Source: an optimization exercise on an open RTL-to-GDS flow (aim: small area, a short achievable clock period and few clock cycles per item). Production flows keep margins and buffers that such runs may drop. Function was checked by simulation only, so behaviour that the tests miss may differ from the original.

`flow/run.sh`:
```
#!/bin/bash
# synth_recipe.tcl (not shown) runs the flow's synth.tcl, then flattens the netlist and writes it again
# the make line also repeats each setting of config.mk as NAME=value (left out here)
make -C /OpenROAD-flow-scripts/flow DESIGN_CONFIG=/design/flow/config.mk WORK_HOME=/design/flow/orfs CLKGATE_MAP_FILE= SYNTH_SCRIPT=/design/flow/synth_recipe.tcl finish
```
`flow/config.mk`:
```
export PLATFORM = sky130hd
export DESIGN_NAME = npe_enc
export DESIGN_NICKNAME = npe_enc
export VERILOG_FILES = /design/flow/design.v
export SDC_FILE = /design/flow/constraint.sdc
export NUM_CORES = 4
export LEC_CHECK = 0
export ABC_AREA = 1
export CAP_MARGIN = 20
export CORE_MARGIN = 2
export CORE_UTILIZATION = 40
export SLEW_MARGIN = 20
```
`flow/constraint.sdc`:
```
create_clock -name core_clock -period 20.0 [get_ports {clk}]
set_input_delay 4.0000 -clock core_clock [delete_from_list [all_inputs] [get_ports {clk}]]
set_output_delay 4.0000 -clock core_clock [all_outputs]
set_load 0.01 [all_outputs]
```
`flow/design.v`:
```
module npe_cc (
    input  wire [7:0]  r,
    input  wire [7:0]  g,
    input  wire [7:0]  b,
    output wire [15:0] rgb565,
    input  wire [3:0]  hex_len,
    input  wire [63:0] hex,         
    output wire [15:0] hex565,
    output wire        hex_err
);
    assign rgb565 = {r[7:3], g[7:2], b[7:3]};
    function is_hex;
        input [7:0] c;
        is_hex = (c >= 8'h30 && c <= 8'h39) ||
                 (c >= 8'h41 && c <= 8'h46) ||
                 (c >= 8'h61 && c <= 8'h66);
    endfunction
    function [3:0] hexval;
        input [7:0] c;
        if (c <= 8'h39)      hexval = c[3:0];
        else                 hexval = c[3:0] + 4'd9;    
    endfunction
    wire [7:0] h1 = hex[15:8];
    wire [7:0] h2 = hex[23:16];
    wire [7:0] h3 = hex[31:24];
    wire [7:0] h4 = hex[39:32];
    wire [7:0] h5 = hex[47:40];
    wire [7:0] h6 = hex[55:48];
    wire ok = (hex_len == 4'd7) && (hex[7:0] == 8'h23) &&
              is_hex(h1) && is_hex(h2) && is_hex(h3) &&
              is_hex(h4) && is_hex(h5) && is_hex(h6);
    wire [7:0] hr = {hexval(h1), hexval(h2)};
    wire [7:0] hg = {hexval(h3), hexval(h4)};
    wire [7:0] hb = {hexval(h5), hexval(h6)};
    assign hex_err = !ok;
    assign hex565  = ok ? {hr[7:3], hg[7:2], hb[7:3]} : 16'h0000;
endmodule
module npe_enc #(
    parameter COMP_MAX = 8,
    parameter TEXT_MAX = 16,
    parameter LW       = 5
) (
    input  wire                  clk,
    input  wire                  rst,
    input  wire                  cmd_valid,
    output wire                  cmd_ready,
    input  wire [3:0]            cmd_op,
    input  wire [15:0]           cmd_n,
    input  wire [15:0]           cmd_x,
    input  wire [15:0]           cmd_y,
    input  wire [15:0]           cmd_r,
    input  wire                  cmd_vis,
    input  wire [1:0]            cmd_ckind,
    input  wire [2:0]            cmd_cname,
    input  wire [15:0]           cmd_cpacked,
    input  wire [7:0]            cmd_cr,
    input  wire [7:0]            cmd_cg,
    input  wire [7:0]            cmd_cb,
    input  wire [3:0]            cmd_chex_len,
    input  wire [63:0]           cmd_chex,
    input  wire [LW-1:0]         cmd_comp_len,
    input  wire [8*COMP_MAX-1:0] cmd_comp,
    input  wire [LW-1:0]         cmd_text_len,
    input  wire [8*TEXT_MAX-1:0] cmd_text,
    output wire                  tx_valid,
    output wire [7:0]            tx_data,
    input  wire                  tx_ready,
    output wire                  enc_busy,
    output reg                   err_v,
    output reg  [1:0]            err_code
);
    localparam OP_SENDME = 4'd0, OP_PAGE = 4'd1, OP_SETTXT = 4'd2,
               OP_VIS    = 4'd3, OP_CIR  = 4'd4, OP_CIRS   = 4'd5,
               OP_SETBCO = 4'd6, OP_CLICK = 4'd7, OP_RAW   = 4'd8;
    localparam CK_NAMED = 2'd0, CK_PACKED = 2'd1, CK_RGB = 2'd2, CK_HEX = 2'd3;
    localparam ERR_NONE = 2'd0, ERR_COLOR = 2'd1, ERR_ILLEGAL = 2'd2;
    localparam K_LIT = 3'd0, K_COMP = 3'd1, K_TEXT = 3'd2, K_NUM = 3'd3,
               K_COL = 3'd4, K_VIS  = 3'd5, K_TERM = 3'd6;
    localparam L_SENDME = 4'd0,  L_PAGE = 4'd1, L_TXT = 4'd2,  L_QUOTE = 4'd3,
               L_VIS    = 4'd4,  L_COMMA = 4'd5, L_CIR = 4'd6, L_CIRS = 4'd7,
               L_BCO    = 4'd8,  L_REF = 4'd9,  L_CLICK = 4'd10,
               L_C1     = 4'd11, L_C0 = 4'd12;
    function [7:0] seg_desc;
        input [3:0] op;
        input [3:0] s;
        begin
            seg_desc = {K_TERM, 4'd0, 1'b1};
            case (op)
            OP_SENDME: case (s)
                4'd0: seg_desc = {K_LIT, L_SENDME, 1'b0};
                default: ;
            endcase
            OP_PAGE: case (s)
                4'd0: seg_desc = {K_LIT, L_PAGE, 1'b0};
                4'd1: seg_desc = {K_NUM, 4'd0, 1'b0};
                default: ;
            endcase
            OP_SETTXT: case (s)
                4'd0: seg_desc = {K_COMP, 4'd0, 1'b0};
                4'd1: seg_desc = {K_LIT, L_TXT, 1'b0};
                4'd2: seg_desc = {K_TEXT, 4'd0, 1'b0};
                4'd3: seg_desc = {K_LIT, L_QUOTE, 1'b0};
                default: ;
            endcase
            OP_VIS: case (s)
                4'd0: seg_desc = {K_LIT, L_VIS, 1'b0};
                4'd1: seg_desc = {K_COMP, 4'd0, 1'b0};
                4'd2: seg_desc = {K_LIT, L_COMMA, 1'b0};
                4'd3: seg_desc = {K_VIS, 4'd0, 1'b0};
                default: ;
            endcase
            OP_CIR, OP_CIRS: case (s)
                4'd0: seg_desc = {K_LIT, (op == OP_CIR) ? L_CIR : L_CIRS, 1'b0};
                4'd1: seg_desc = {K_NUM, 4'd0, 1'b0};
                4'd2: seg_desc = {K_LIT, L_COMMA, 1'b0};
                4'd3: seg_desc = {K_NUM, 4'd0, 1'b0};
                4'd4: seg_desc = {K_LIT, L_COMMA, 1'b0};
                4'd5: seg_desc = {K_NUM, 4'd0, 1'b0};
                4'd6: seg_desc = {K_LIT, L_COMMA, 1'b0};
                4'd7: seg_desc = {K_COL, 4'd0, 1'b0};
                default: ;
            endcase
            OP_SETBCO: case (s)
                4'd0: seg_desc = {K_COMP, 4'd0, 1'b0};
                4'd1: seg_desc = {K_LIT, L_BCO, 1'b0};
                4'd2: seg_desc = {K_COL, 4'd0, 1'b0};
                4'd3: seg_desc = {K_TERM, 4'd0, 1'b0};
                4'd4: seg_desc = {K_LIT, L_REF, 1'b0};
                4'd5: seg_desc = {K_COMP, 4'd0, 1'b0};
                default: ;
            endcase
            OP_CLICK: case (s)
                4'd0: seg_desc = {K_LIT, L_CLICK, 1'b0};
                4'd1: seg_desc = {K_COMP, 4'd0, 1'b0};
                4'd2: seg_desc = {K_LIT, L_C1, 1'b0};
                4'd3: seg_desc = {K_TERM, 4'd0, 1'b0};
                4'd4: seg_desc = {K_LIT, L_CLICK, 1'b0};
                4'd5: seg_desc = {K_COMP, 4'd0, 1'b0};
                4'd6: seg_desc = {K_LIT, L_C0, 1'b0};
                default: ;
            endcase
            OP_RAW: case (s)
                4'd0: seg_desc = {K_TEXT, 4'd0, 1'b0};
                default: ;
            endcase
            default: ;
            endcase
        end
    endfunction
    function [8:0] lit_byte;
        input [3:0] l;
        input [2:0] p;
        reg [47:0] s;    
        reg [2:0]  n;    
        begin
            case (l)
                L_SENDME: begin s = "sendme";           n = 3'd5; end
                L_PAGE:   begin s = {"page ", 8'h00};   n = 3'd4; end
                L_TXT:    begin s = {".txt=", 8'h22};   n = 3'd5; end
                L_QUOTE:  begin s = {8'h22, 40'h0};     n = 3'd0; end
                L_VIS:    begin s = {"vis ", 16'h0};    n = 3'd3; end
                L_COMMA:  begin s = {",", 40'h0};       n = 3'd0; end
                L_CIR:    begin s = {"cir ", 16'h0};    n = 3'd3; end
                L_CIRS:   begin s = {"cirs ", 8'h0};    n = 3'd4; end
                L_BCO:    begin s = {".bco=", 8'h0};    n = 3'd4; end
                L_REF:    begin s = {"ref ", 16'h0};    n = 3'd3; end
                L_CLICK:  begin s = "click ";           n = 3'd5; end
                L_C1:     begin s = {",1", 32'h0};      n = 3'd1; end
                L_C0:     begin s = {",0", 32'h0};      n = 3'd1; end
                default:  begin s = 48'h0;              n = 3'd0; end
            endcase
            lit_byte = {p == n, s[47 - 8*p -: 8]};
        end
    endfunction
    function [2:0] name_len;
        input [2:0] c;
        case (c)
            3'd0: name_len = 3'd5;   
            3'd1: name_len = 3'd4;   
            3'd2: name_len = 3'd5;   
            3'd3: name_len = 3'd5;   
            3'd4: name_len = 3'd6;   
            3'd5: name_len = 3'd3;   
            3'd6: name_len = 3'd4;   
            default: name_len = 3'd5;   
        endcase
    endfunction
    function [7:0] name_byte;
        input [2:0] c;
        input [2:0] p;
        reg [47:0] s;
        begin
            case (c)
                3'd0: s = {"BLACK", 8'h0};
                3'd1: s = {"BLUE", 16'h0};
                3'd2: s = {"BROWN", 8'h0};
                3'd3: s = {"GREEN", 8'h0};
                3'd4: s = "YELLOW";
                3'd5: s = {"RED", 24'h0};
                3'd6: s = {"GRAY", 16'h0};
                default: s = {"WHITE", 8'h0};
            endcase
            name_byte = s[47 - 8*p -: 8];
        end
    endfunction
    function [19:0] bin2bcd;
        input [15:0] v;
        reg [35:0] s;
        integer i, j;
        begin
            s = {20'd0, v};
            for (i = 0; i < 16; i = i + 1) begin
                for (j = 0; j < 5; j = j + 1)
                    if (s[16 + 4*j +: 4] >= 4'd5)
                        s[16 + 4*j +: 4] = s[16 + 4*j +: 4] + 4'd3;
                s = s << 1;
            end
            bin2bcd = s[35:16];
        end
    endfunction
    wire [15:0] cc_rgb;
    wire [15:0] cc_hex;
    wire        cc_hex_err;
    npe_cc u_cc (
        .r(cmd_cr), .g(cmd_cg), .b(cmd_cb), .rgb565(cc_rgb),
        .hex_len(cmd_chex_len), .hex(cmd_chex),
        .hex565(cc_hex), .hex_err(cc_hex_err)
    );
    wire reads_comp   = (cmd_op == OP_SETTXT) || (cmd_op == OP_VIS) ||
                        (cmd_op == OP_SETBCO) || (cmd_op == OP_CLICK);
    wire reads_text   = (cmd_op == OP_SETTXT) || (cmd_op == OP_RAW);
    wire reads_colour = (cmd_op == OP_CIR) || (cmd_op == OP_CIRS) ||
                        (cmd_op == OP_SETBCO);
    wire reads_xyr    = (cmd_op == OP_CIR) || (cmd_op == OP_CIRS);
    wire illegal = (cmd_op > OP_RAW) ||
                   (reads_comp && (cmd_comp_len > COMP_MAX)) ||
                   (reads_text && (cmd_text_len > TEXT_MAX));
    wire bad_colour = reads_colour && (cmd_ckind == CK_HEX) && cc_hex_err;
    wire [1:0] new_err = illegal    ? ERR_ILLEGAL :
                         bad_colour ? ERR_COLOR   : ERR_NONE;
    reg [15:0] colour_val;
    always @(*) begin
        case (cmd_ckind)
            CK_PACKED: colour_val = cmd_cpacked;
            CK_RGB:    colour_val = cc_rgb;
            CK_HEX:    colour_val = cc_hex;
            default:   colour_val = {13'd0, cmd_cname};
        endcase
    end
    wire first_empty = (((cmd_op == OP_SETTXT) || (cmd_op == OP_SETBCO)) &&
                        (cmd_comp_len == 0)) ||
                       ((cmd_op == OP_RAW) && (cmd_text_len == 0));
    reg          busy;
    reg  [3:0]   seg;
    reg  [3:0]   sp;
    reg  [1:0]   ns;            
    reg  [3:0]   op_q;
    reg  [63:0]  comp_q;        
    reg  [3:0]   clen_q;
    reg  [127:0] text_q;        
    reg  [4:0]   tlen_q;
    reg          flag_q;        
    reg  [19:0]  num_q;         
    wire [7:0]  d       = seg_desc(op_q, seg);
    wire [2:0]  kind    = d[7:5];
    wire [3:0]  lid     = d[4:1];
    wire        fin_seg = d[0];
    wire [8:0]  lb      = lit_byte(lid, sp[2:0]);
    wire        fin     = fin_seg && (sp[1:0] == 2'd2);
    wire take      = !busy || (fin && tx_ready);
    assign cmd_ready = take && !rst;
    assign tx_valid  = busy && !rst;
    assign enc_busy  = busy;
    wire accept = cmd_valid && cmd_ready;
    wire send   = tx_valid && tx_ready;
    reg [2:0] nd1;
    always @(*) begin
        if      (num_q[19:16] != 4'd0) nd1 = 3'd4;
        else if (num_q[15:12] != 4'd0) nd1 = 3'd3;
        else if (num_q[11:8]  != 4'd0) nd1 = 3'd2;
        else if (num_q[7:4]   != 4'd0) nd1 = 3'd1;
        else                           nd1 = 3'd0;
    end
    wire [2:0] dk = nd1 - sp[2:0];
    wire [7:0] digit = {4'h3, num_q[4*dk +: 4]};
    wire named = flag_q;
    reg [7:0] cur_byte;
    always @(*) begin
        case (kind)
            K_LIT:  cur_byte = lb[7:0];
            K_COMP: cur_byte = comp_q[8*sp[2:0] +: 8];
            K_TEXT: cur_byte = text_q[8*sp +: 8];
            K_NUM:  cur_byte = digit;
            K_COL:  cur_byte = named ? name_byte(text_q[2:0], sp[2:0]) : digit;
            K_VIS:  cur_byte = {7'h18, flag_q};
            default: cur_byte = 8'hFF;
        endcase
    end
    assign tx_data = cur_byte;
    wire [3:0] sp1 = sp + 4'd1;
    reg seg_end;
    always @(*) begin
        case (kind)
            K_LIT:  seg_end = lb[8];
            K_COMP: seg_end = (sp1 == clen_q);
            K_TEXT: seg_end = ({1'b0, sp} + 5'd1 == tlen_q);
            K_NUM:  seg_end = (sp[2:0] == nd1);
            K_COL:  seg_end = named ? (sp1[2:0] == name_len(text_q[2:0]))
                                    : (sp[2:0] == nd1);
            K_VIS:  seg_end = 1'b1;
            default: seg_end = (sp[1:0] == 2'd2);
        endcase
    end
    wire next_c = (kind == K_LIT) && ((lid == L_VIS) || (lid == L_REF) || (lid == L_CLICK));
    wire next_x = (kind == K_LIT) && (lid == L_TXT);
    wire skip = (next_c && (clen_q == 4'd0)) || (next_x && (tlen_q == 5'd0));
    reg [15:0] nbin;
    always @(*) begin
        case (ns)
            2'd0: nbin = comp_q[15:0];
            2'd1: nbin = comp_q[31:16];
            2'd2: nbin = comp_q[47:32];
            default: nbin = text_q[15:0];
        endcase
    end
    always @(posedge clk) begin
        if (rst) begin
            busy     <= 1'b0;
            err_v    <= 1'b0;
            err_code <= ERR_NONE;
        end else begin
            err_v <= 1'b0;
            if (send && fin)
                busy <= 1'b0;
            if (accept) begin
                err_code <= new_err;
                if (new_err != ERR_NONE)
                    err_v <= 1'b1;
                else
                    busy <= 1'b1;
            end
        end
    end
    always @(posedge clk) begin
        if (take) begin
            seg <= first_empty ? 4'd1 : 4'd0;
            sp  <= 4'd0;
            ns  <= (cmd_op == OP_SETBCO) ? 2'd3 : 2'd0;
        end else if (send) begin
            if (seg_end) begin
                seg <= seg + (skip ? 4'd2 : 4'd1);
                sp  <= 4'd0;
                if (kind == K_NUM)
                    ns <= ns + 2'd1;
            end else begin
                sp  <= sp1;
            end
        end
        if (send && kind == K_LIT)
            num_q <= bin2bcd(nbin);
    end
    always @(posedge clk) begin
        if (take) begin
            op_q         <= cmd_op;
            comp_q[63:48] <= cmd_comp[63:48];
            comp_q[47:0] <= reads_xyr ? {cmd_r, cmd_y, cmd_x} :
                            (cmd_op == OP_PAGE) ? {cmd_comp[47:16], cmd_n} :
                            cmd_comp[47:0];
            clen_q       <= cmd_comp_len[3:0];
            text_q[127:16] <= cmd_text[127:16];
            text_q[15:0] <= reads_colour ? colour_val : cmd_text[15:0];
            tlen_q       <= cmd_text_len;
            flag_q       <= (cmd_op == OP_VIS) ? cmd_vis : (cmd_ckind == CK_NAMED);
        end
    end
endmodule
```
==> impl_metrics.toml, run 1 <==
[outcome]
status = "no timing/DRC/antenna violations"

[synth]
ys_seq_area_share_pct = 39.0
syn_area_per_cell_um2 = 7.84
yosysWarningCount = 2
syn_area_um2 = 18300
ys_ff_latch = 240
synthCells = 2333
synth-edff-count = 232
synth.distinct_cells = 67
synth_flop_cell = "edfxtp_1"
async_flop_share_pct = 0
synth_nets = 2792

[worst_setup_path]
timing.rr.start = "ns[0]"
critPathBufInv = 18
arrival_ns = 11.81
cp_top_family = "simple AND/OR/NAND/NOR gates"
worstSetupStartpoint = "ns[0]"
cp.depth = 82
endpoint_kind = "flop"
timing.rr.end = "num_q[18]"
r2r_cells = 82
path_max_fanout = 16
cp-start-kind = "flop"
crit_slowest_cell = "ha_1"
rrSetupSlack_ns = 8.51
endpoint = "num_q[18]"
critPathRequiredTime_ns = 20.32
cp_slowest_stage_delay_ns = 0.62
critical_path_class = "reg -> reg"
cpMostUsedCell = "nand2_1"

[floorplanning]
core-area_um2 = 45300
row_count = 78
die_h_um = 218
ios = 402
die-area_um2 = 47500
initial_core_util_pct = 40.4
die_x_um = 218

[sta]
hold_ws_ns = 0.478
max_freq_mhz = 87.0
finalMaxSlewViolations = 0
layout_setup_ws_ns = 8.51
period_share_pct = 57.5
worstMarginPinSlew_ns = 1.08
finalHoldViolations = 0
period_needed_ns = 11.49
fin_setup_tns_ns = 0
finClkSkew_ns = 0.0102
setup_viol = 0
slew_headroom_pct = 27.5
rsz0062_at_grt = "false"

[clocking]
cts_tree = "built"
cts_max_level = 1
clock_path_buffers = 3
worstSkewPairLatency_ns = 0.58
postCtsSetupRepairBufs = 0
clkTransAtPathRegs_ns = 0.06
numCtsBuffers = 29
cts_sinks = 240
postCtsHoldBufs = 0
cts_resized = 0
root_buffer = "clkbuf_16"

[global_route]
grt_pass1_wl_mm = 99.7
grt-ovfl-total = 0
grt_use_total_pct = 27.3
grt_pass1_vias = 17700
antenna_found_initial = 11
grt_max_degree = 88

[layout]
nFillCells = 4353
multi_input_area_um2 = 9900
area_growth_pct = 30.2
regArea_um2 = 7130
final_cell_count_no_fill = 3319
drive_above_1_share_pct = 9.76
layout_commonest_cell = "nand2_1"
final_cell_mix = "519 x nand2_1, 385 x clkdlybuf4s50_1, 239 x nor2_1"
nNetsFinal = 3150

[detailed_routing]
drc = 0
via_per_inst = 5.49
wl_per_cell_um = 20.1
vias = 18200
routed_wl_mm = 66.6
drtIter0Drc = 1443
postRouteAntennaNets = 0
first_pass_iters = 6

[placed_design]
port_buffers = 385
dp.cells = 3258
hpwl_mm = 51.9
place_congestion = 0.947
pre_cts_slack_ns = 8.59

[worst_hold_path]
hp-class = "reg -> reg"
hold_depth = 2

[run]
drv_cap = 0
[flip-flops by register name (all words and copies together), names as in the netlist]
register  count
tlen_q        5
text_q      128
num_q        20
seg           4
flag_q        1
op_q          4
sp            4
ns            2
err_v         1
err_code      2
clen_q        4
comp_q       64
busy          1
[stage by stage]
step	instance area [µm²]	utilization, %
after floorplan	18300	-
after global placement	22700	50.2
after detailed placement	22700	50.2
after CTS	23800	52.5
after global routing	23800	52.6
final	23800	52.6
[synthesized netlist by cell type (all sizes together), types with 25 or more instances]
cell type    n  area share (%)
nand2      607              14
inv        261             5.4
nor2       247             5.2
edfxtp     232              38
o21ai      193             5.5
nand3      179             5.6
a21oi       85             2.4
ha          69             4.7
clkbuf      65             1.3
o22ai       39             1.3
xor2        36             2.0
nand4       33             1.2
mux2        32             2.0
o211ai      28             1.1
o221ai      25             1.2
[area by class of cell]
type	count	area share [%]
antenna	5	0.0525
clock buffer	32	3.09
clock inverter	22	1.27
inverter	264	4.17
multi-input combinational	1755	41.6
sequential	240	29.9
tap	600	3.15
timing repair buffer	401	16.8
[routing by layer]
metal	GRT usage, %	routed length (µm)	up-vias
li1	-	-	8835
met1	32.8	26800	8634
met2	49.5	33400	647
met3	5.70	4790	98
met4	6.60	1560	12
met5	0	73	-
[worst reg2reg max path: cells and delay by family, from the launching register on]
| family | cells | cell delay, ns |
|---|---|---|
| AO/OA/AOI/OAI | 6 | 1.13 |
| XOR/XNOR | 2 | 0.50 |
| buffers and inverters | 18 | 1.60 |
| flip-flops | 1 | 0.45 |
| AND/OR/NAND/NOR | 44 | 4.87 |
| adder cells (fa/ha/maj) | 12 | 2.67 |
[logic make-up after synthesis]
| logic type | after synthesis | synth area share, % |
|---|---|---|
| compound gates | 478 | 16.3 |
| xor+xnor | 40 | 2.18 |
| fa+ha+maj | 71 | 4.94 |
| buf+inv | 338 | 7.06 |
| flops | 240 | 39.0 |
| mux | 32 | 1.97 |
| simple gates | 1134 | 28.6 |
[worst min path at each step]
stage                           start     endpoint  slack [ns]
after floorplan           err_code[1]  err_code[1]        0.48
after global placement    err_code[1]  err_code[1]        0.45
after detailed placement  err_code[1]  err_code[1]        0.47
after CTS                 err_code[1]  err_code[1]        0.48
after global routing      err_code[1]  err_code[1]        0.51
final                     err_code[1]  err_code[1]        0.48
Testbench counts, summed over its fixed seeds: cycles 26,281, items 1,280.
==> run 2, diff against run 1 <==
--- a/flow/design.v
+++ b/flow/design.v
@@ -203,19 +203,34 @@
             name_byte = s[47 - 8*p -: 8];
         end
     endfunction
-    function [19:0] bin2bcd;
+    function [18:0] dd_hi;
         input [15:0] v;
-        reg [35:0] s;
+        reg [23:0] s;
         integer i, j;
         begin
-            s = {20'd0, v};
-            for (i = 0; i < 16; i = i + 1) begin
-                for (j = 0; j < 5; j = j + 1)
-                    if (s[16 + 4*j +: 4] >= 4'd5)
-                        s[16 + 4*j +: 4] = s[16 + 4*j +: 4] + 4'd3;
+            s = {14'd0, v[15:6]};
+            for (i = 0; i < 10; i = i + 1) begin
+                for (j = 0; j < 3; j = j + 1)
+                    if (s[10 + 4*j +: 4] >= 4'd5)
+                        s[10 + 4*j +: 4] = s[10 + 4*j +: 4] + 4'd3;
                 s = s << 1;
             end
-            bin2bcd = s[35:16];
+            dd_hi = {s[22:10], v[5:0]};
+        end
+    endfunction
+    function [19:0] dd_lo;
+        input [18:0] p;
+        reg [25:0] s;
+        integer i, j;
+        begin
+            s = {7'd0, p};
+            for (i = 0; i < 6; i = i + 1) begin
+                for (j = 0; j < 4; j = j + 1)
+                    if (s[6 + 4*j +: 4] >= 4'd5)
+                        s[6 + 4*j +: 4] = s[6 + 4*j +: 4] + 4'd3;
+                s = s << 1;
+            end
+            dd_lo = s[25:6];
         end
     endfunction
     wire [15:0] cc_rgb;
@@ -261,6 +276,7 @@
     reg  [4:0]   tlen_q;
     reg          flag_q;        
     reg  [19:0]  num_q;         
+    reg  [18:0]  half_q;        
     wire [7:0]  d       = seg_desc(op_q, seg);
     wire [2:0]  kind    = d[7:5];
     wire [3:0]  lid     = d[4:1];
@@ -313,6 +329,9 @@
     end
     wire next_c = (kind == K_LIT) && ((lid == L_VIS) || (lid == L_REF) || (lid == L_CLICK));
     wire next_x = (kind == K_LIT) && (lid == L_TXT);
+    wire next_num = (kind == K_LIT) &&
+                    ((lid == L_PAGE) || (lid == L_CIR) || (lid == L_CIRS) ||
+                     (lid == L_BCO) || ((lid == L_COMMA) && (op_q != OP_VIS)));
     wire skip = (next_c && (clen_q == 4'd0)) || (next_x && (tlen_q == 5'd0));
     reg [15:0] nbin;
     always @(*) begin
@@ -350,14 +369,15 @@
             if (seg_end) begin
                 seg <= seg + (skip ? 4'd2 : 4'd1);
                 sp  <= 4'd0;
-                if (kind == K_NUM)
+                if (next_num)
                     ns <= ns + 2'd1;
             end else begin
                 sp  <= sp1;
             end
         end
+        half_q <= dd_hi(nbin);
         if (send && kind == K_LIT)
-            num_q <= bin2bcd(nbin);
+            num_q <= dd_lo(half_q);
     end
     always @(posedge clk) begin
         if (take) begin
==> flow/flow/run.sh (new file) <==
#!/bin/bash
# Standard ORFS layout, with the port buffers made from the smallest buffer
# cell instead of the one buffer_ports picks by default.
set -euo pipefail
export BUFFER_PORTS_ARGS="-buffer_cell sky130_fd_sc_hd__buf_1"
bash standard.sh > standard.log 2>&1
==> flow/standard.sh (new file) <==
#!/bin/bash
# synth_recipe.tcl (not shown) runs the flow's synth.tcl, then flattens the netlist and writes it again
# the make line also repeats each setting of config.mk as NAME=value (left out here)
make -C /OpenROAD-flow-scripts/flow DESIGN_CONFIG=/design/flow/config.mk WORK_HOME=/design/flow/orfs CLKGATE_MAP_FILE= SYNTH_SCRIPT=/design/flow/synth_recipe.tcl "${@:-finish}"
removed: flow/run.sh
==> run 2 against run 1 <==
Effect of this change:
- critical path depth fell by 76
- register-to-register slack improved by 4.5 ns
- sequential share of layout area rose by 5.1 points
- still clean
- design area fell by 10%
==> impl_metrics.toml, run 2 <==
[clocking]
postCtsSetupRepairBufs = 0
numCtsBuffers = 31
clkTransAtPathRegs_ns = 0.06
worstSkewPairLatency_ns = 0.60
postCtsHoldBufs = 0
cts_resized = 0
cts_tree = "built"
root_buffer = "clkbuf_16"
cts_max_level = 1
clock_path_buffers = 3
cts_sinks = 259

[detailed_routing]
wl_per_cell_um = 19.8
drtIter0Drc = 1347
routed_wl_mm = 65.5
postRouteAntennaNets = 0
drc = 0
first_pass_iters = 5
vias = 17800
via_per_inst = 5.39

[synth]
synth.distinct_cells = 72
synth_nets = 2786
synth_flop_cell = "edfxtp_1"
synth-edff-count = 232
yosysMostFrequentCell = "nand2_1"
ys_top_cells_by_count = "475 x nand2_1, 291 x inv_1, 241 x nor2_1, 232 x edfxtp_1, 186 x o21ai_0"
ys_ff_latch = 259
synth_top_area_cell = "edfxtp_1"
ys_seq_area_share_pct = 40.9
syn_area_per_cell_um2 = 7.96
synthCells = 2306
netlist.area_leader.share_pct = 38.0
async_flop_share_pct = 0
ys_top_cells_by_area = "edfxtp_1 38%, nand2_1 9.7%, ha_1 6.1%, inv_1 6.0%, o21ai_0 5.1%"
yosysWarningCount = 2
syn_area_um2 = 18400

[sta]
setup_viol = 0
rsz0062_at_grt = "false"
worstMarginPinSlew_ns = 1.02
finClkSkew_ns = 0.0169
finalHoldViolations = 0
period_share_pct = 48.5
slew_headroom_pct = 32.3
max_freq_mhz = 103
finalMaxSlewViolations = 0
fin_setup_tns_ns = 0
layout_setup_ws_ns = 10.30
period_needed_ns = 9.70

[layout]
area_growth_pct = 16.8
nFillCells = 4531
layout_commonest_cell = "nand2_1"
nNetsFinal = 3148
drive_above_1_share_pct = 7.84
top_register = "text_q"
largest_reg_flops = 128
top_regs = "text_q x128, comp_q x64, num_q x20"
final_cell_mix = "473 x nand2_1, 385 x buf_1, 291 x inv_1"

[worst_setup_path]
endpoint_kind = "output port"
arrival_ns = 5.70
crit_chain = "buf_1 -> nand3_1 -> nand2_4 -> inv_1 -> nor2_1 -> buf_1"
critPathRequiredTime_ns = 16.00
path_max_fanout = 76
crit_slowest_cell = "nand2_4"
cp-start-kind = "input port"
cpMostUsedCell = "buf_1"
critical_path_class = "in -> out"
cp_slowest_stage_delay_ns = 0.75

[global_route]
antenna_found_initial = 13
grt_max_degree = 79
grt-ovfl-total = 0
grt_pass1_wl_mm = 97.4
grt_use_total_pct = 26.7
grt_pass1_vias = 17100

[floorplanning]
die_x_um = 218
ios = 402
core-area_um2 = 45400
die_h_um = 218
row_count = 78
initial_core_util_pct = 40.4
die-area_um2 = 47600

[placed_design]
pre_cts_slack_ns = 10.25
place_congestion = 0.989
port_buffers = 385
hpwl_mm = 51.3

[worst_hold_path]
hp-class = "reg -> reg"

[outcome]
status = "no timing/DRC/antenna violations"

[run]
drv_cap = 0
-- run 2: worst paths after layout --
check,slack [ns],end,from,cells after the start
worst max register to register,12.96,half_q[16],ns[0],44
worst max-delay path,10.30,cmd_ready,tx_ready,6
worst min-delay path,0.45,num_q[0],half_q[0],0
worst min register to register,0.45,num_q[0],half_q[0],0
-- run 2: layout make-up --
class                           instances  area [µm²]  share of cell area [%]
Multi-Input combinational cell       1663        9410                    43.9
Sequential cell                       259        7510                    35.0
Timing Repair Buffer                  403        1580                    7.37
Inverter                              310        1160                    5.43
Clock buffer                           38         802                    3.74
Tap cell                              600         751                    3.50
Clock inverter                         19         203                   0.946
Antenna cell                            8        20.0                  0.0934
-- run 2: kinds of logic after synthesis --
group           Yosys count  synth area share (%)
flops                   259                  40.9
xor+xnor                 46                  2.24
fa+ha+maj                92                  6.35
buf+inv                 384                  7.93
mux                      35                  2.13
simple gates            957                  22.4
compound gates          533                  18.1
-- run 2: worst max-delay path: cells and delay by family --
kind                   cells  cell delay, ns
and+or+nand+nor            3            1.08
buffers and inverters      3            0.61
-- run 2: through the flow --
stage                     area [µm²]  hold slack, ns  std cells  util (%)
after floorplan                18400           0.386       2306         -
after global placement         20400           0.425       3235      45.0
after detailed placement       20400           0.420       3235      45.0
after CTS                      21400           0.440       3292      47.2
after global routing           21400           0.450       3297      47.2
final                          21400           0.446       3300      47.2
-- run 2: per-layer routing --
layer	part of all wire [%]	up-vias	GRT usage [%]
met4	3.2	8	8.57
met1	41	8371	32.6
met2	49	646	47.1
met5	0.082	-	0
met3	7.3	89	5.29
li1	-	8673	-
Testbench counts of run 2, summed over its fixed seeds: cycles 26,281, items 1,280.
==> run 3, diff against run 2 <==
==> flow/flow/run.sh (replaced) <==
#!/bin/bash
set -euo pipefail
W=$PWD
rm -rf "$W/scripts_abc"
cp -r "$FLOW_HOME/scripts" "$W/scripts_abc"
cp "$W/flow/abc_area.script" "$W/scripts_abc/abc_area.script"
bash standard.sh SCRIPTS_DIR="$W/scripts_abc" synth > synth.log 2>&1
export BUFFER_PORTS_ARGS="-buffer_cell sky130_fd_sc_hd__buf_1"
bash standard.sh > layout.log 2>&1
==> flow/flow/abc_area.script (new file) <==
strash
&get -n
&fraig -x
&put
scorr
dc2
strash
&get -n
&dch -f
&nf -R 1000
&put
strash
&get -n
&dch -f
&nf -R 1000
&put
==> run 3 against run 2 <==
Effect of this change:
- non-clock buffer count rose by 6
- register-to-register slack got worse by 1.2 ns
- clock-buffer cell count decreased by 1
- sequential share of layout area is 2.5 points higher
- critical path depth grew 4
- final cell count decreased by 20%
- via count decreased by 16%
- fmax up 2.2%
- core utilization grew 1.7 points
- synthesized cell count fell by 30%
- global-route usage shrank 1.2 points
- critical endpoint is now tx_data[2]
- largest cell class unchanged
==> impl_metrics.toml, run 3 <==
[clocking]
cts_resized = 0
clock_path_buffers = 3
cts_max_level = 1
worstSkewPairLatency_ns = 0.58
cts_sinks = 259
clkTransAtPathRegs_ns = 0.06
postCtsSetupRepairBufs = 0
numCtsBuffers = 30
cts_tree = "built"
postCtsHoldBufs = 0
root_buffer = "clkbuf_16"

[detailed_routing]
postRouteAntennaNets = 0
drc = 0
wl_per_cell_um = 21.4
first_pass_iters = 6
drtIter0Drc = 1291
routed_wl_mm = 56.2
via_per_inst = 5.67
vias = 14900

[sta]
rsz0062_at_grt = "false"
worstMarginPinSlew_ns = 1.19
finClkSkew_ns = 0.0202
hold_ws_ns = 0.455
max_freq_mhz = 105
setup_viol = 0
finalMaxSlewViolations = 0
slew_headroom_pct = 20.5
fin_setup_tns_ns = 0
finalHoldViolations = 0
period_share_pct = 47.4
period_needed_ns = 9.49

[global_route]
grt_use_total_pct = 25.5
grt_pass1_vias = 14900
use_met3_pct = 4.10
antenna_found_initial = 10
met1_usage_pct = 31.1
met2_usage_pct = 45.3
grt-ovfl-total = 0
busiest_layer = "met2"
grt_pass1_wl_mm = 84.7
grt_max_degree = 194

[synth]
synth_top_area_cell = "edfxtp_1"
synth_nets = 2101
ys_ff_latch = 259
syn_area_per_cell_um2 = 10.2
ys_top_cells_by_area = "edfxtp_1 42%, mux4_2 7.7%, ha_1 6.8%, nor2_1 5.0%, o21ai_0 4.1%"
yosysMostFrequentCell = "edfxtp_1"
ys_top_cells_by_count = "232 x edfxtp_1, 223 x nor2_1, 173 x nand2_1, 137 x o21ai_0, 125 x a21oi_1"
synth_flop_cell = "edfxtp_1"
synthCells = 1621
synth-edff-count = 232
yosysWarningCount = 2
synth.distinct_cells = 60
ys_seq_area_share_pct = 45.2
async_flop_share_pct = 0
syn_area_um2 = 16600
netlist.area_leader.share_pct = 42.0

[outcome]
status = "no timing/DRC/antenna violations"

[layout]
utilization_pct = 48.9
nFillCells = 3924
top_register = "text_q"
top_regs = "text_q x128, comp_q x64, num_q x20"
final_cell_mix = "385 x buf_1, 232 x edfxtp_1, 221 x nor2_1"
largest_reg_flops = 128
drive_above_1_share_pct = 6.62
nNetsFinal = 2542
layout_commonest_cell = "buf_1"
area_growth_pct = 20.6
final_cell_count_no_fill = 2628

[worst_setup_path]
cp_slowest_stage_delay_ns = 0.77
cp-start-kind = "flop"
critical_path_class = "reg -> out"
path_max_fanout = 32
arrival_ns = 5.49
endpoint_kind = "output port"
crit_slowest_cell = "nor2_1"
cpMostUsedCell = "nand2_1"
crit_chain = "clkinv_1 -> ha_1 -> nand2_1 -> xnor2_1 -> nor2_1 -> nand2_1 -> o32ai_1 -> o21ai_0 -> o311ai_0 -> buf_1"
critPathRequiredTime_ns = 16.00

[floorplanning]
ios = 402
row_count = 74
die_x_um = 208
die_h_um = 208
core-area_um2 = 40900
initial_core_util_pct = 40.5
die-area_um2 = 43100

[run]
drv_cap = 0

[placed_design]
dp.cells = 2562
port_buffers = 385
place_congestion = 0.954
hpwl_mm = 43.9

[worst_hold_path]
hp-class = "reg -> reg"
[run 3: changes by cell type after synthesis, moves of 57 or more]
cell / change
clkbuf_1: -66
clkinv_1: +82
inv_1: -291
mux4_2: +57
nand2_1: -302
nand3_1: -78
[run 3: worst paths after layout]
kind / startpoint / to / slack (ns) / cells past startpoint
worst max-delay path: sp[0] / tx_data[2] / 10.51 / 10
worst min register to register: half_q[0] / num_q[0] / 0.45 / 0
worst min-delay path: half_q[0] / num_q[0] / 0.45 / 0
worst max register to register: ns[0] / half_q[12] / 11.81 / 35
[run 3: per-stage QoR]
step	cell area (µm²)	setup slack (ns)
floorplan	16600	10.44
global placement	18900	11.15
detailed placement	18900	11.14
CTS	20000	10.73
global route	20000	10.37
finish	20000	10.51
[run 3: cell type report]
cell class              instances  area, µm²  share of cell area [%]
diodes                         10       25.0                   0.125
clock buffers                  37        818                    4.09
clock inverters                19        230                    1.15
inverters                      88        330                    1.65
multi-input cells            1274       8790                    43.9
flip-flops and latches        259       7510                    37.6
well taps                     532        666                    3.33
repair buffers                409       1640                    8.19
[run 3: worst max-delay path, delay by kind of cell (launching register included)]
kind                     cells  cell delay (ns)
AND/OR/NAND/NOR              3             1.38
XOR/XNOR                     1             0.26
AO/OA/AOI/OAI                3             1.31
flip-flops                   1             0.71
buffers and inverters        2             0.78
adder cells (fa/ha/maj)      1             0.48
[run 3: logic make-up (layout without fill, tap and decap cells)]
family,after synthesis,in the layout,synth area share [%]
adders and majority gates,92,92,7.03
xor gates and xnor gates,77,77,4.06
DFF,259,259,45.2
buffers and inverters,88,553,1.99
muxes,83,83,9.33
other,0,10,0
and+or+nand+nor,561,561,15.0
AOI/OAI and AO/OA,461,461,17.4
[run 3: routing by layer]
layer / wire length, µm / share of wire [%]
met1: 22300 / 40
met2: 28200 / 50
met3: 3780 / 6.7
met4: 1960 / 3.5
met5: 13 / 0.023
==> run 4, diff against run 3 <==
--- a/flow/design.v
+++ b/flow/design.v
@@ -284,6 +284,7 @@
     wire [8:0]  lb      = lit_byte(lid, sp[2:0]);
     wire        fin     = fin_seg && (sp[1:0] == 2'd2);
     wire take      = !busy || (fin && tx_ready);
+    wire load      = !busy || fin;
     assign cmd_ready = take && !rst;
     assign tx_valid  = busy && !rst;
     assign enc_busy  = busy;
@@ -380,8 +381,11 @@
             num_q <= dd_lo(half_q);
     end
     always @(posedge clk) begin
-        if (take) begin
-            op_q         <= cmd_op;
+        if (take)
+            op_q <= cmd_op;
+    end
+    always @(posedge clk) begin
+        if (load) begin
             comp_q[63:48] <= cmd_comp[63:48];
             comp_q[47:0] <= reads_xyr ? {cmd_r, cmd_y, cmd_x} :
                             (cmd_op == OP_PAGE) ? {cmd_comp[47:16], cmd_n} :
==> run 4 against run 3 <==
Effect of this change:
- core utilization decreased by 0.57 points
- critical path type unchanged
- sequential share of layout area grew 0.53 points
- flip-flop and latch count did not move
==> impl_metrics.toml, run 4 <==
[outcome]
status = "no timing/DRC/antenna violations"

[worst_setup_path]
timing.rr.start = "ns[0]"
crit_chain = "clkinv_1 -> ha_1 -> buf_4 -> nor3_1 -> o21ai_0 -> nor2_1 -> a211oi_1 -> nor3_1 -> and3_1 -> a21oi_1 -> nor4b_1 -> o21ai_0 -> buf_1"
worstSetupStartpoint = "sp[0]"
path_max_fanout = 45
cp_slowest_stage_delay_ns = 0.84
crit_slowest_cell = "dfxtp_4"
cp-start-kind = "flop"
critical_path_class = "reg -> out"
cp_top_family = "buffers and inverters"
arrival_ns = 5.05
endpoint_kind = "output port"
critPathBufInv = 3
critPathRequiredTime_ns = 16.00

[detailed_routing]
first_pass_iters = 7
postRouteAntennaNets = 0
drtIter0Drc = 1379
routed_wl_mm = 57.1
wl_per_cell_um = 21.8
drc = 0
vias = 15000
via_per_inst = 5.72

[floorplanning]
initial_core_util_pct = 40.5
die_h_um = 207
die_x_um = 207
row_count = 74
die-area_um2 = 43000
core-area_um2 = 40800
ios = 402

[placed_design]
pre_cts_slack_ns = 11.37
hpwl_mm = 44.6
place_congestion = 0.937
port_buffers = 385

[synth]
yosysWarningCount = 2
syn_area_per_cell_um2 = 10.2
synth_top_area_cell = "edfxtp_1"
synth-edff-count = 232
syn_area_um2 = 16600
yosysMostFrequentCell = "nor2_1"
ys_ff_latch = 259
synth.distinct_cells = 59
ys_top_cells_by_area = "edfxtp_1 42%, mux4_2 7.3%, ha_1 6.8%, nor2_1 5.5%, o21ai_0 4.4%"
synth_nets = 2108
netlist.area_leader.share_pct = 42.1
ys_seq_area_share_pct = 45.4
synth_flop_cell = "edfxtp_1"
ys_top_cells_by_count = "241 x nor2_1, 232 x edfxtp_1, 166 x nand2_1, 145 x o21ai_0, 123 x a21oi_1"
async_flop_share_pct = 0
synthCells = 1628

[global_route]
grt_pass1_vias = 14800
grt_use_total_pct = 25.7
antenna_found_initial = 10
grt_pass1_wl_mm = 85.2
grt_max_degree = 80
grt-ovfl-total = 0

[layout]
nNetsFinal = 2543
largest_reg_flops = 128
layout_commonest_cell = "buf_1"
nFillCells = 3870
utilization_pct = 48.3
top_regs = "text_q x128, comp_q x64, num_q x20"
top_register = "text_q"
area_growth_pct = 19.2
drive_above_1_share_pct = 5.95
final_cell_mix = "385 x buf_1, 240 x nor2_1, 232 x edfxtp_1"

[sta]
fin_setup_tns_ns = 0
finalHoldViolations = 0
finalMaxSlewViolations = 0
rsz0062_at_grt = "false"
setup_viol = 0
finClkSkew_ns = 0.0208
period_needed_ns = 9.05
slew_headroom_pct = 28.4
worstMarginPinSlew_ns = 1.07
max_freq_mhz = 111
layout_setup_ws_ns = 10.95
period_share_pct = 45.2
hold_ws_ns = 0.418

[clocking]
cts_tree = "built"
cts_sinks = 259
postCtsHoldBufs = 0
cts_max_level = 1
numCtsBuffers = 28
clock_path_buffers = 3
clkTransAtPathRegs_ns = 0.06
root_buffer = "clkbuf_16"
cts_resized = 0
postCtsSetupRepairBufs = 0
worstSkewPairLatency_ns = 0.57

[run]
drv_cap = 0

[worst_hold_path]
min-delay-start = "half_q[0]"
hp-class = "reg -> reg"
-- run 4: changes by cell type after synthesis, moves of 5 or more --
| cell | change |
|---|---|
| a32o_1 | -5 |
| a21o_1 | -5 |
| and3_1 | +5 |
| a41oi_1 | +5 |
| o21a_1 | -14 |
| nand2_1 | -7 |
| nor2b_1 | +10 |
| mux2i_1 | +8 |
| a32oi_1 | +5 |
| nor2_1 | +18 |
| o21ai_0 | +8 |
-- run 4: logic make-up (layout without fill, tap and decap cells) --
family	count (synthesis)	count (layout)	synth area share, %
buf+inv	88	543	2.00
other cells	0	7	0
fa+ha+maj	92	92	7.04
compound gates	441	441	16.5
mux	87	87	9.37
xor+xnor	76	76	4.02
simple gates	585	585	15.7
flops	259	259	45.4
-- run 4: per-stage QoR --
| stage | instance area, µm² | std cells |
|---|---|---|
| 3_3_place_gp | 18800 | 2565 |
| 3_5_place_dp | 18800 | 2565 |
| 2_1_floorplan | 16600 | 1628 |
| 5_1_grt | 19700 | 2619 |
| 4_1_cts | 19700 | 2615 |
| 6_report | 19700 | 2622 |
-- run 4: final timing paths --
kind | to | slack (ns) | cells past startpoint
worst max-delay path | tx_data[3] | 10.95 | 13
worst min-delay path | num_q[0] | 0.42 | 0
worst max register to register | half_q[12] | 11.50 | 38
worst min register to register | num_q[0] | 0.42 | 0
-- run 4: area by class of cell --
class	instances	area (µm²)	area share [%]
Inverter	88	330	1.67
Multi-Input combinational cell	1281	8750	44.3
Clock buffer	38	748	3.79
Tap cell	532	666	3.37
Clock inverter	12	114	0.577
Timing Repair Buffer	405	1600	8.08
Antenna cell	7	17.5	0.0888
Sequential cell	259	7510	38.1
-- run 4: routing by layer --
metal,track usage (%),vias to the layer above,share of wire [%]
li1,-,7067,-
met1,31.3,7227,40
met2,46.9,596,50
met3,3.06,103,6.0
met4,9.01,2,3.8
met5,0,-,0.023
Testbench counts of run 4, summed over its fixed seeds: cycles 26,281, items 1,280.

[afterwards: timing with drivers on the ports]
No port has a modelled driver above. Below, the same layouts with a new extraction and two added sets of constraints. Step 1 sets driving cells, clkbuf_16 on the clock port and buf_2 on the other inputs (assumed; they add their load-dependent delay and slew). Step 2 also shifts input and output timing later by t, the mid clock arrival at the registers, as if the neighbouring blocks saw the same clock. Slacks: ideal ports / drivers / drivers and shift; pairs: ideal ports / drivers.
| run | t, ns | slack for setup (ns) | worst setup path after step 2 | cell pins on the clock port's net |
|---|---|---|---|---|
| run 1 | 0.631 | 8.506 / 8.506 / 8.506 | register to register | 1 |
| run 2 | 0.644 | 10.301 / 10.279 / 10.279 | input to output | 1 |
| run 3 | 0.626 | 10.512 / 10.452 / 11.078 | register to output | 1 |
| run 4 | 0.613 | 10.954 / 10.904 / 11.339 | input to output | 1 |
After both steps setup and hold are still met in every run listed. For run 2, which loses most, drivers alone change the setup slack by -0.022 ns; drivers and shift together by -0.022 ns.
